This design comes from an exercise in tuning for small area, a short achievable clock period and few clock cycles on the open sky130 flow, not from production work.
Where RTL was checked, it was by simulation tests only, not by an equivalence proof against the original.
No activity file was given, so power comes from the tool's default toggle rates.

==> flow/design.v (excerpt) <==
module stbrt_msgcodec (
    input  wire        clk,
    input  wire        rst,
    input  wire        enc_in_valid,
    output wire        enc_in_ready,
    input  wire [15:0] enc_in_word,
    output wire        enc_out_valid,
    input  wire        enc_out_ready,
    output wire [15:0] enc_out_dur,
    output wire        enc_done,
    output wire [2:0]  enc_code,
    output wire [6:0]  enc_count,
    input  wire        dec_in_valid,
    output wire        dec_in_ready,
    input  wire [15:0] dec_in_dur,
    input  wire        dec_in_last,
    output wire        dec_pay_valid,
    output wire [8:0]  dec_pay,
    output wire        dec_done,
    output wire [3:0]  dec_count,
    output wire        dec_corrupt,
    output wire        dec_ovf
);
    stbrt_encoder u_enc (
        .clk       (clk),
        .rst       (rst),
        .in_valid  (enc_in_valid),
        .in_ready  (enc_in_ready),
        .in_word   (enc_in_word),
        .out_valid (enc_out_valid),
        .out_ready (enc_out_ready),
        .out_dur   (enc_out_dur),
        .done      (enc_done),
        .code      (enc_code),
        .count     (enc_count)
    );
    stbrt_decoder u_dec (
        .clk       (clk),
        .rst       (rst),
        .in_valid  (dec_in_valid),
        .in_ready  (dec_in_ready),
        .in_dur    (dec_in_dur),
        .in_last   (dec_in_last),
        .pay_valid (dec_pay_valid),
        .pay       (dec_pay),
        .done      (dec_done),
        .count     (dec_count),
        .corrupt   (dec_corrupt),
        .ovf       (dec_ovf)
    );
endmodule
clock: 12.0 ns
lec_check: 0
cap_margin: 20
core_margin: 2
core_utilization: 75
slew_margin: 20
standard.sh (not shown) runs the stock make flow with config.mk's settings and CLKGATE_MAP_FILE= SYNTH_SCRIPT=/design/flow/synth_recipe.tcl, a recipe that flattens the netlist after the stock synthesis.
==> flow/flow/run.sh <==
#!/bin/bash
# Layout flow: the standard synthesis unchanged, then the standard ORFS
# layout with these knobs: port buffers of a plain buffer cell; timing repair
# that aims for setup slack well beyond the clock period's need; and a clock
# tree of clkbuf_8 without dummy loads.
set -euo pipefail
MARGIN=${MARGIN:-8.5}
bash standard.sh synth > synth.log 2>&1
bash standard.sh \
  "SETUP_SLACK_MARGIN=$MARGIN" \
  "BUFFER_PORTS_ARGS=-buffer_cell sky130_fd_sc_hd__buf_2" \
  "CTS_ARGS=-sink_clustering_enable -repair_clock_nets -dont_use_dummy_load -buf_list sky130_fd_sc_hd__clkbuf_8" \
  finish > layout.log 2>&1
Testbench counts at the start, summed over its fixed seeds: cycles 14,100.
Change:
--- a/flow/flow/run.sh
+++ b/flow/flow/run.sh
@@ -5 +5 @@
-# tree of clkbuf_8 without dummy loads.
+# tree of clkbuf_8 under a clkbuf_16 root, without dummy loads.
@@ -12 +12 @@
-  "CTS_ARGS=-sink_clustering_enable -repair_clock_nets -dont_use_dummy_load -buf_list sky130_fd_sc_hd__clkbuf_8" \
+  "CTS_ARGS=-sink_clustering_enable -repair_clock_nets -dont_use_dummy_load -buf_list sky130_fd_sc_hd__clkbuf_8 -root_buf sky130_fd_sc_hd__clkbuf_16" \
--- a/flow/config.mk
+++ b/flow/config.mk
@@ -10 +10 @@
-export CORE_UTILIZATION = 75
+export CORE_UTILIZATION = 80
Result:
- wire length rises by 9.3%
- global-route usage came out higher by 4.1 points
- first-iteration DRC count rises by 17%
Change:
--- a/flow/flow/run.sh
+++ b/flow/flow/run.sh
@@ -5 +5 @@
-# tree of clkbuf_8 under a clkbuf_16 root, without dummy loads.
+# tree of clkbuf_8 without dummy loads.
@@ -7 +7 @@
-MARGIN=${MARGIN:-8.5}
+MARGIN=${MARGIN:-8.45}
@@ -12 +12 @@
-  "CTS_ARGS=-sink_clustering_enable -repair_clock_nets -dont_use_dummy_load -buf_list sky130_fd_sc_hd__clkbuf_8 -root_buf sky130_fd_sc_hd__clkbuf_16" \
+  "CTS_ARGS=-sink_clustering_enable -repair_clock_nets -dont_use_dummy_load -buf_list sky130_fd_sc_hd__clkbuf_8" \
--- a/flow/config.mk
+++ b/flow/config.mk
@@ -10 +10 @@
-export CORE_UTILIZATION = 80
+export CORE_UTILIZATION = 75
Outcome: Hold slack is better by 0.015 ns. Worst setup slack is better by 0.025 ns. Final cell count is unchanged. Clock skew shrinks by 0.013 ns. Total power shrinks by 0.86%.
Change:
--- a/flow/flow/run.sh
+++ b/flow/flow/run.sh
@@ -7 +7 @@
-MARGIN=${MARGIN:-8.45}
+MARGIN=${MARGIN:-8.6}
After rerunning:
- The new run ran to the end with no violations
- clock power hardly moves
- combinational power is lower slightly
- via count is higher slightly
- die area stays the same
- fmax is higher by a few percent
- non-clock buffer count is higher by 6
- worst setup slack gains 0.076 ns
- final cell count is higher slightly
- sequential power hardly moves
- utilization is higher by 1.1 points
- cell area is higher slightly
Change:
--- a/flow/flow/run.sh
+++ b/flow/flow/run.sh
@@ -7 +7 @@
-MARGIN=${MARGIN:-8.6}
+MARGIN=${MARGIN:-8.4}
Power hardly moves.
Wire length rises by 1.7%.
Die area is unchanged.
Setup slack gets worse by 0.18 ns.
Synthesized cell count does not change.
Via count falls by 0.59%.
Final cell count falls by 0.40%.
Design area falls by 1.1%.
Combinational power falls by about 0.4%.
Clock skew is about the same.
Sequential cell count stays the same.


Another version of the RTL of stbrt_msgcodec (not shown whole).
Size in the first run: about 980 cells after synthesis, about 85 I/O pins.
==> flow/design.v (excerpt) <==
module stbrt_msgcodec (
    input  wire        clk,
    input  wire        rst,
    input  wire        enc_in_valid,
    output wire        enc_in_ready,
    input  wire [15:0] enc_in_word,
    output wire        enc_out_valid,
    input  wire        enc_out_ready,
    output wire [15:0] enc_out_dur,
    output wire        enc_done,
    output wire [2:0]  enc_code,
    output wire [6:0]  enc_count,
    input  wire        dec_in_valid,
    output wire        dec_in_ready,
    input  wire [15:0] dec_in_dur,
    input  wire        dec_in_last,
    output wire        dec_pay_valid,
    output wire [8:0]  dec_pay,
    output wire        dec_done,
    output wire [3:0]  dec_count,
    output wire        dec_corrupt,
    output wire        dec_ovf
);
make LEC_CHECK=0 CAP_MARGIN=20 CORE_MARGIN=2 CORE_UTILIZATION=40 SLEW_MARGIN=20 finish   # period 12.0 ns
run.sh (not shown) runs the stock make flow with config.mk's settings and CLKGATE_MAP_FILE= SYNTH_SCRIPT=/design/flow/synth_recipe.tcl, a recipe that flattens the netlist after the stock synthesis.
Stock flow here: none of the scripts above is used.
Then changed:
--- a/flow/config.mk
+++ b/flow/config.mk
@@ -7,0 +8 @@
+export ABC_CLOCK_PERIOD_IN_PS = 3000
@@ -10,0 +12 @@
+export SETUP_SLACK_MARGIN = 5
Final area stays the same.
Synthesized cell count does not change.
Die area is unchanged.
Final cell count does not change.
Combinational power stays flat.
Clock skew stays the same.
Power does not change.
Worst hold slack stays the same.
Global-route usage stays the same.
Function was not checked in any run of this note: the RTL went through the layout flow alone.


## job 1911
Another version of the RTL of stbrt_msgcodec (not shown whole).
For scale: about 190 flip-flops, about 9000 µm² of cells after synthesis.
clock: 12.0 ns
lec_check: 0
cap_margin: 20
core_margin: 2
core_utilization: 70
slew_margin: 20
standard.sh (not shown) runs the stock make flow with config.mk's settings and CLKGATE_MAP_FILE= SYNTH_SCRIPT=/design/flow/synth_recipe.tcl, a recipe that flattens the netlist after the stock synthesis.
==> flow/flow/run.sh <==
#!/bin/bash
# Layout flow: the standard synthesis unchanged, then the standard ORFS
# layout with these knobs: port buffers of a plain buffer cell; timing repair
# that aims for setup slack well beyond the clock period's need; and a clock
# tree of clkbuf_8 without dummy loads.
set -euo pipefail
MARGIN=${MARGIN:-8.5}
bash standard.sh synth > synth.log 2>&1
bash standard.sh \
  "SETUP_SLACK_MARGIN=$MARGIN" \
  "BUFFER_PORTS_ARGS=-buffer_cell sky130_fd_sc_hd__buf_2" \
  "CTS_ARGS=-sink_clustering_enable -repair_clock_nets -dont_use_dummy_load -buf_list sky130_fd_sc_hd__clkbuf_8" \
  finish > layout.log 2>&1
Testbench counts of job 1911, summed over its fixed seeds: cycles 14,100.
#### Input delta (job 9532 over job 1911)
- CORE_UTILIZATION now 80, was 70
[summary]
Job 9532 can be clocked faster than job 1911.
From job 1911 to job 9532 the numbers moved as follows: global-route usage higher; power share of the sequential group decreased 0.6 points; final design area excluding fillers now smaller; floorplan die area fell about 12%; wire length now sits higher.
Looking at number of standard cells in the final layout excluding fillers, job 9532 sits about 3.2% lower than job 1911 does.
Setup slack (higher): job 9532
Going from job 1911 to job 9532, mean routed wirelength per cell grew by more than 10%.


Setup of exp/zinc:
Another version of the RTL of stbrt_msgcodec (not shown whole).
For scale: ~190 flip-flops, about 85 I/O pins.
Design stbrt_msgcodec, start of the top module:
module stbrt_msgcodec (
    input  wire        clk,
    input  wire        rst,
    input  wire        enc_in_valid,
    output wire        enc_in_ready,
    input  wire [15:0] enc_in_word,
    output wire        enc_out_valid,
    input  wire        enc_out_ready,
    output wire [15:0] enc_out_dur,
    output wire        enc_done,
    output wire [2:0]  enc_code,
    output wire [6:0]  enc_count,
    input  wire        dec_in_valid,
    output wire        dec_in_ready,
    input  wire [15:0] dec_in_dur,
    input  wire        dec_in_last,
    output wire        dec_pay_valid,
    output wire [8:0]  dec_pay,
    output wire        dec_done,
    output wire [3:0]  dec_count,
    output wire        dec_corrupt,
    output wire        dec_ovf
);
    stbrt_encoder u_enc (
        .clk       (clk),
        .rst       (rst),
        .in_valid  (enc_in_valid),
        .in_ready  (enc_in_ready),
        .in_word   (enc_in_word),
        .out_valid (enc_out_valid),
        .out_ready (enc_out_ready),
        .out_dur   (enc_out_dur),
        .done      (enc_done),
        .code      (enc_code),
        .count     (enc_count)
    );
    stbrt_decoder u_dec (
        .clk       (clk),
        .rst       (rst),
        .in_valid  (dec_in_valid),
        .in_ready  (dec_in_ready),
        .in_dur    (dec_in_dur),
        .in_last   (dec_in_last),
        .pay_valid (dec_pay_valid),
        .pay       (dec_pay),
        .done      (dec_done),
        .count     (dec_count),
        .corrupt   (dec_corrupt),
        .ovf       (dec_ovf)
    );
endmodule
Settings: LEC_CHECK=0, CAP_MARGIN=20, CORE_MARGIN=2, CORE_UTILIZATION=75, SLEW_MARGIN=20; clock period 12.0 ns.
==> flow/flow/run.sh <==
#!/bin/bash
# Layout flow: the standard synthesis unchanged, then the standard ORFS
# layout with these knobs: port buffers of a plain buffer cell; timing repair
# that aims for setup slack well beyond the clock period's need; and a clock
# tree of clkbuf_8 without dummy loads.
set -euo pipefail
MARGIN=${MARGIN:-8.65}
bash standard.sh synth > synth.log 2>&1
bash standard.sh \
  "SETUP_SLACK_MARGIN=$MARGIN" \
  "BUFFER_PORTS_ARGS=-buffer_cell sky130_fd_sc_hd__buf_2" \
  "CTS_ARGS=-sink_clustering_enable -repair_clock_nets -dont_use_dummy_load -buf_list sky130_fd_sc_hd__clkbuf_8" \
  finish > layout.log 2>&1
Testbench counts of exp/zinc, summed over its fixed seeds: cycles 14,100.
Modified inputs, exp/lagoon compared to exp/zinc
-- flow/flow/run.sh --
<<< exp/zinc, line 5
# tree of clkbuf_8 without dummy loads.
set -euo pipefail
MARGIN=${MARGIN:-8.65}
bash standard.sh synth > synth.log 2>&1
bash standard.sh \
>>> exp/lagoon, line 5
# tree of clkbuf_8 without dummy loads.
set -euo pipefail
MARGIN=${MARGIN:-8.5}
bash standard.sh synth > synth.log 2>&1
bash standard.sh \
### Flow results
- exp/lagoon completed end to end with timing, DRC and antenna clean.
- Summary of the comparison: internal power is lower in exp/lagoon, relative to exp/zinc.
- Changes observed in exp/lagoon relative to exp/zinc: setup slack of the critical path after layout saw a decrease, number of buffers added for setup after CTS saw a decrease.
- Multi-input gate share of the layout cell area for exp/lagoon: 0.73 points up relative to exp/zinc
- Routed length per placed instance was lower in the run labelled exp/lagoon.
- Cmp exp/lagoon and exp/zinc / transition time at the pin with the least slew margin / higher: exp/lagoon
- Relative contribution of the clock network to total power: exp/lagoon vs exp/zinc down 0.4 points
- Taking exp/zinc as the reference, in exp/lagoon first-pass GRT wire length saw little to no change; number of buffers inserted during clock tree synthesis saw little to no change; via-per-instance ratio saw a decrease.
- exp/lagoon: final period utilization higher than exp/zinc


Another version of the RTL of stbrt_msgcodec (not shown whole).
Size: ~85 I/O pins, ~9200 sq um of cells after synthesis.
Design stbrt_msgcodec, start of the top module:
module stbrt_msgcodec (
    input  wire        clk,
    input  wire        rst,
    input  wire        enc_in_valid,
    output wire        enc_in_ready,
    input  wire [15:0] enc_in_word,
    output wire        enc_out_valid,
    input  wire        enc_out_ready,
    output wire [15:0] enc_out_dur,
    output wire        enc_done,
    output wire [2:0]  enc_code,
    output wire [6:0]  enc_count,
    input  wire        dec_in_valid,
    output wire        dec_in_ready,
    input  wire [15:0] dec_in_dur,
    input  wire        dec_in_last,
    output wire        dec_pay_valid,
    output wire [8:0]  dec_pay,
    output wire        dec_done,
    output wire [3:0]  dec_count,
    output wire        dec_corrupt,
    output wire        dec_ovf
);
Settings: LEC_CHECK=0, CAP_MARGIN=20, CORE_MARGIN=2, CORE_UTILIZATION=80, SLEW_MARGIN=20; clock period 12.0 ns.
==> flow/flow/run.sh <==
#!/bin/bash
# Layout flow: the standard synthesis unchanged, then the standard ORFS
# layout with these knobs: port buffers of a plain buffer cell; timing repair
# that aims for setup slack well beyond the clock period's need; and a clock
# tree of clkbuf_8 without dummy loads.
set -euo pipefail
MARGIN=${MARGIN:-8.5}
bash standard.sh synth > synth.log 2>&1
bash standard.sh \
  "SETUP_SLACK_MARGIN=$MARGIN" \
  "BUFFER_PORTS_ARGS=-buffer_cell sky130_fd_sc_hd__buf_2" \
  "CTS_ARGS=-sink_clustering_enable -repair_clock_nets -dont_use_dummy_load -buf_list sky130_fd_sc_hd__clkbuf_8" \
  finish > layout.log 2>&1
The first run produced a clean layout.
Testbench counts at the start, summed over its fixed seeds: cycles 14,100.
==> next run, changes <==
Settings changed: CORE_UTILIZATION 80 to 75.
The changed run completed without violations. Power is about the same. Synthesized area stays the same. Setup slack loses 7.5 ps.

## separate check: timing with driven ports
In the flow no input, the clock included, has a driving cell. The finished layouts below were timed again as built, in two steps. Step 1, drivers: a clkbuf_16 drives clk and a buf_2 each remaining input, both assumed. Step 2 moves the port delays by t, midway between the first and last clock arrival at a register: inputs arrive t later, outputs are due t later. That takes back most of the time a late clock gives input paths. a / b / c = ideal ports / drivers / drivers and shift; a / b = the first two.
run | shift t [ns] | slack for setup (ns) | cell pins on the clock port's net
the first run of note 1 | 0.486 | 8.569 / 8.533 / 8.145 | 1
the second run of note 1 | 0.405 | 8.530 / 8.488 / 8.139 | 1
the third run of note 1 | 0.500 | 8.555 / 8.520 / 8.151 | 1
the fourth run of note 1 | 0.483 | 8.631 / 8.593 / 8.209 | 1
the fifth run of note 1 | 0.493 | 8.454 / 8.416 / 8.112 | 1
the first run of note 2 | 0.472 | 6.492 / 6.492 / 6.492 | 1
the second run of note 2 | 0.472 | 6.492 / 6.492 / 6.492 | 1
job 1911 | 0.482 | 8.192 / 8.212 / 7.730 | 1
job 9532 | 0.506 | 8.206 / 8.217 / 7.711 | 1
exp/zinc | 0.494 | 8.545 / 8.547 / 8.053 | 1
exp/lagoon | 0.482 | 8.463 / 8.481 / 7.999 | 1
the first run of note 5 | 0.495 | 8.569 / 8.530 / 8.162 | 1
the second run of note 5 | 0.486 | 8.562 / 8.526 / 8.164 | 1
After both steps every run listed still meets setup and hold. The setup slack of job 9532, which loses most, moves by +0.011 ns with the drivers and by -0.495 ns with both steps.
